Context: an optimization exercise on an open-source flow, tuned for small area. The choices shown serve that exercise and are no tape-out recipe. The RTL was checked by simulation tests, not by an equivalence proof against the original design.

## v27
==> flow/design.v (excerpt) <==
module dmqh (
    input  wire        clk,
    input  wire        rst,              
    input  wire        tick_valid,
    input  wire [31:0] tick_cmd,
    output reg         tick_resp_valid,
    output wire [31:0] tick_resp,
    input  wire        host_valid,
    input  wire [31:0] host_cmd,
    output reg         host_resp_valid,
    output wire [31:0] host_resp,
    output wire [11:0] digit_en,
    output wire [7:0]  seg,
    output wire        relay,
    output wire        evt_pending
);
    reg [3:0]  idx;           
    reg [7:0]  buf_r [0:11];
    reg [7:0]  segout;
    reg [1:0]  lastph;
    reg        lastbtn;
    reg [1:0]  mbox;
    reg        relay_r;
    reg [15:0] tlow;
    reg [15:0] thigh;
    reg        t_err;         
    reg [1:0]  t_code;        
    reg [2:0]  h_kind;        
    reg [3:0]  h_arg;         
    localparam [2:0] K_SMALL = 3'b000;   
    localparam [2:0] K_ERR   = 3'b100;   
    localparam [2:0] K_RDDIG = 3'b001;   
    localparam [2:0] K_WRCHR = 3'b101;   
    localparam [2:0] K_RDREG = 3'b010;   
    wire [11:0] en;
  ...
Size in the first run: about 730 cells after synthesis, about 160 I/O pins, ~8200 sq um of cells after synthesis.
export LEC_CHECK = 0
export CAP_MARGIN = 20
export CORE_MARGIN = 2
export CORE_UTILIZATION = 40
export GPL_TIMING_DRIVEN = 0
export PLACE_DENSITY = 0.6
export SLEW_MARGIN = 20
create_clock -name core_clock -period 10.0 [get_ports {clk}]
standard.sh (not shown) runs the stock make flow with config.mk's settings and CLKGATE_MAP_FILE= SYNTH_SCRIPT=/design/flow/synth_recipe.tcl, a recipe that flattens the netlist after the stock synthesis.
==> flow/flow/run.sh <==
#!/bin/bash
# The standard layout, with three changes:
#  - synthesis: the standard synthesis script, but with an area-oriented ABC
#    script and without extract_fa (registers are unchanged);
#  - the smallest buffer (buf_1) on the ports;
#  - a clock tree of smaller clock buffers and without dummy loads.
# Each step's output goes to ORFS's own logs under orfs/logs; make's output
# goes to flow.log.
set -euo pipefail
W=$(pwd)
export MY_ABC_SCRIPT=$W/flow/abc_area.script
export BUFFER_PORTS_ARGS="-buffer_cell sky130_fd_sc_hd__buf_1"
export CTS_ARGS="-sink_clustering_enable -repair_clock_nets -dont_use_dummy_load -buf_list {sky130_fd_sc_hd__clkbuf_4 sky130_fd_sc_hd__clkbuf_8}"
sed "s|SYNTH_SCRIPT=[^ ]*|SYNTH_SCRIPT=$W/flow/my_synth.tcl|" standard.sh > my_standard.sh
grep -q "SYNTH_SCRIPT=$W/flow/my_synth.tcl" my_standard.sh
bash my_standard.sh > flow.log 2>&1
==> flow/flow/abc_area.script <==
strash
&get -n
&deepsyn -J 50
&put
&get -n
&dch -f
&nf -a
&put
topo
==> flow/flow/my_synth.tcl <==
proc synth {args} { yosys synth -nofsm -noshare {*}$args }
proc extract_fa {args} { puts "extract_fa skipped" }
proc abc {args} {
  set i [lsearch -exact $args -script]
  if {$i < 0} { yosys abc {*}$args; return }
  set main $args
  lset main [expr {$i + 1}] $::env(MY_ABC_SCRIPT)
  if {[info exists ::env(MY_MUX_MODULES)]} {
    set mux $args
    lset mux [expr {$i + 1}] $::env(MY_ABC_SCRIPT_MUX)
    yosys abc {*}$mux {*}$::env(MY_MUX_MODULES)
    yosys abc {*}$main $::env(DESIGN_NAME) {*}[expr {[info exists ::env(MY_MAIN_EXTRA)] ? $::env(MY_MAIN_EXTRA) : ""}]
  } else {
    yosys abc {*}$main
  }
}
source $::env(SCRIPTS_DIR)/synth.tcl
# left out here: clear keep_hierarchy, flatten, clean up, hide names made inside functions, write 1_2_yosys.v
Setup changes, v27 to v16
Settings: CAP_MARGIN: 20 -> 0; SLEW_MARGIN: 20 -> 0.
-- flow/flow/run.sh --
<<< v27, line 12
export BUFFER_PORTS_ARGS="-buffer_cell sky130_fd_sc_hd__buf_1"
export CTS_ARGS="-sink_clustering_enable -repair_clock_nets -dont_use_dummy_load -buf_list {sky130_fd_sc_hd__clkbuf_4 sky130_fd_sc_hd__clkbuf_8}"
sed "s|SYNTH_SCRIPT=[^ ]*|SYNTH_SCRIPT=$W/flow/my_synth.tcl|" standard.sh > my_standard.sh
>>> v16, line 12
export BUFFER_PORTS_ARGS="-buffer_cell sky130_fd_sc_hd__buf_1"
export CTS_ARGS="-sink_clustering_enable -repair_clock_nets -dont_use_dummy_load -buf_list {sky130_fd_sc_hd__clkbuf_4 sky130_fd_sc_hd__clkbuf_8} -sink_clustering_size 40 -sink_clustering_max_diameter 100"
sed "s|SYNTH_SCRIPT=[^ ]*|SYNTH_SCRIPT=$W/flow/my_synth.tcl|" standard.sh > my_standard.sh
==> flow/flow/abc_area.script <==
strash
&get -n
&deepsyn -T 60
&put
&get -n
&dch -f
&nf -a
&put
topo
==> flow/flow/my_synth.tcl <==
proc synth {args} { yosys synth -nofsm -noshare {*}$args }
proc extract_fa {args} { puts "extract_fa skipped" }
proc abc {args} {
  set i [lsearch -exact $args -script]
  if {$i >= 0} { lset args [expr {$i+1}] $::env(MY_ABC_SCRIPT) }
  yosys abc {*}$args
}
source $::env(SCRIPTS_DIR)/synth.tcl
# left out here: clear keep_hierarchy, flatten, clean up, hide names made inside functions, write 1_2_yosys.v
Notes after the runs:
On v16: signed area change from the synthesized netlist to the final layout is 0.55 points lower than what v27 gave. As far as simple-gate share of the synthesized area is concerned, v27 and v16 perform about the same. v27 -> v16: post-detailed-route wirelength per cell flat. Between v27 and v16, the global routing usage on met2 figures differ only marginally. The flow completed for v16, but it is not clean: the layout still shows max-capacitance violations, max-slew violations. Looking at slack of the critical path across both flows, v16 is the weaker of the two, with v27 ahead. Of v27 and v16, the higher wire length of the first global-routing pass belongs to v16.
Input changes introduced in v25 (baseline for comparison: v16):
Settings: SLEW_MARGIN: 0 -> 10; CAP_MARGIN: 0 -> 10.
-- flow/flow/run.sh --
<<< v16, line 12
export BUFFER_PORTS_ARGS="-buffer_cell sky130_fd_sc_hd__buf_1"
export CTS_ARGS="-sink_clustering_enable -repair_clock_nets -dont_use_dummy_load -buf_list {sky130_fd_sc_hd__clkbuf_4 sky130_fd_sc_hd__clkbuf_8} -sink_clustering_size 40 -sink_clustering_max_diameter 100"
sed "s|SYNTH_SCRIPT=[^ ]*|SYNTH_SCRIPT=$W/flow/my_synth.tcl|" standard.sh > my_standard.sh
>>> v25, line 12
export BUFFER_PORTS_ARGS="-buffer_cell sky130_fd_sc_hd__buf_1"
export CTS_ARGS="-sink_clustering_enable -repair_clock_nets -dont_use_dummy_load -buf_list {sky130_fd_sc_hd__clkbuf_4 sky130_fd_sc_hd__clkbuf_8}"
sed "s|SYNTH_SCRIPT=[^ ]*|SYNTH_SCRIPT=$W/flow/my_synth.tcl|" standard.sh > my_standard.sh
==> flow/flow/abc_area.script <==
strash
&get -n
&deepsyn -J 50
&put
&get -n
&dch -f
&nf -a
&put
topo
-- flow/flow/my_synth.tcl --
<<< v16, line 4
  set i [lsearch -exact $args -script]
  if {$i >= 0} { lset args [expr {$i+1}] $::env(MY_ABC_SCRIPT) }
  yosys abc {*}$args
}
>>> v25, line 4
  set i [lsearch -exact $args -script]
  if {$i < 0} { yosys abc {*}$args; return }
  set main $args
  lset main [expr {$i + 1}] $::env(MY_ABC_SCRIPT)
  if {[info exists ::env(MY_MUX_MODULES)]} {
    set mux $args
    lset mux [expr {$i + 1}] $::env(MY_ABC_SCRIPT_MUX)
    yosys abc {*}$mux {*}$::env(MY_MUX_MODULES)
    yosys abc {*}$main $::env(DESIGN_NAME) {*}[expr {[info exists ::env(MY_MAIN_EXTRA)] ? $::env(MY_MAIN_EXTRA) : ""}]
  } else {
    yosys abc {*}$main
  }
}
==> comparison <==
v25: number of max-slew violations in the final report 11 below v16. Delta (v25 minus v16): final instance count without filler cells essentially unchanged; worst path arrival time decreased 70 ps. There was hardly any difference in cell area between v25 and v16. Clock latency on the worst-skew pair across v16 and v25: no real change. v25 has completed all stages; timing, DRC and antenna checks passed. The setup slack after layout number comes out lower for v16 vs v25. v16 has a lower met1 demand-to-capacity share in global routing than v25. Between v25 and v16, the area of the multi-input gates does not differ in any meaningful way. Between v25 and v16, it is v25 whose wire length is higher, by 0.52%.
Input-level comparison between v39 and v25:
Settings: CAP_MARGIN now 20, was 10; GPL_TIMING_DRIVEN no longer set, was 0; SLEW_MARGIN now 20, was 10.
==> flow/flow/run.sh <==
#!/bin/bash
# Standard layout, with the smallest buffer on the ports and a clock tree
# without dummy loads.
set -euo pipefail
export BUFFER_PORTS_ARGS="-buffer_cell sky130_fd_sc_hd__buf_1"
export CTS_ARGS="-sink_clustering_enable -repair_clock_nets -dont_use_dummy_load"
bash standard.sh > flow.log 2>&1
removed: flow/flow/abc_area.script
removed: flow/flow/my_synth.tcl
Findings:
v25 → v39: number of buffer and inverter stages on the critical path has increased; average wire per cell in the routed design went up by about 3.4%. Looking at worst setup path startpoint, the host_cmd[0] result is from v25; the host_cmd[1] one comes from v39. Relative to v25, the number of distinct library cell variants in the gate-level netlist after synthesis measured on v39 has increased by more than a quarter.

==> re-timing with driven ports <==
In the flow no input, the clock included, has a driving cell. The finished layouts below were timed again as built, in two steps.
Step 1: set_driving_cell puts a clkbuf_16 on clk and a buf_2 on each other input, an assumption about the parent block.
Step 2 adds t to the input delays and takes it off the output delays; t is the mean of the earliest and latest rising clock arrival at the registers after step 1. Input paths then give back, and output paths get back, about the clock's delay inside the block.
Three values: ideal, step 1, step 2; two values: the first two.
| run | t (ns) | setup WS [ns] | cell pins on the clock port's net |
|---|---|---|---|
| v27 | 0.498 | 3.933 / 3.945 / 3.447 | 1 |
| v16 | 0.495 | 3.912 / 3.922 / 3.427 | 1 |
| v25 | 0.495 | 3.975 / 3.989 / 3.494 | 1 |
| v39 | 0.464 | 5.018 / 5.039 / 4.576 | 1 |
For v27, which loses most, drivers alone change the setup slack by +0.012 ns; drivers and shift together by -0.486 ns.
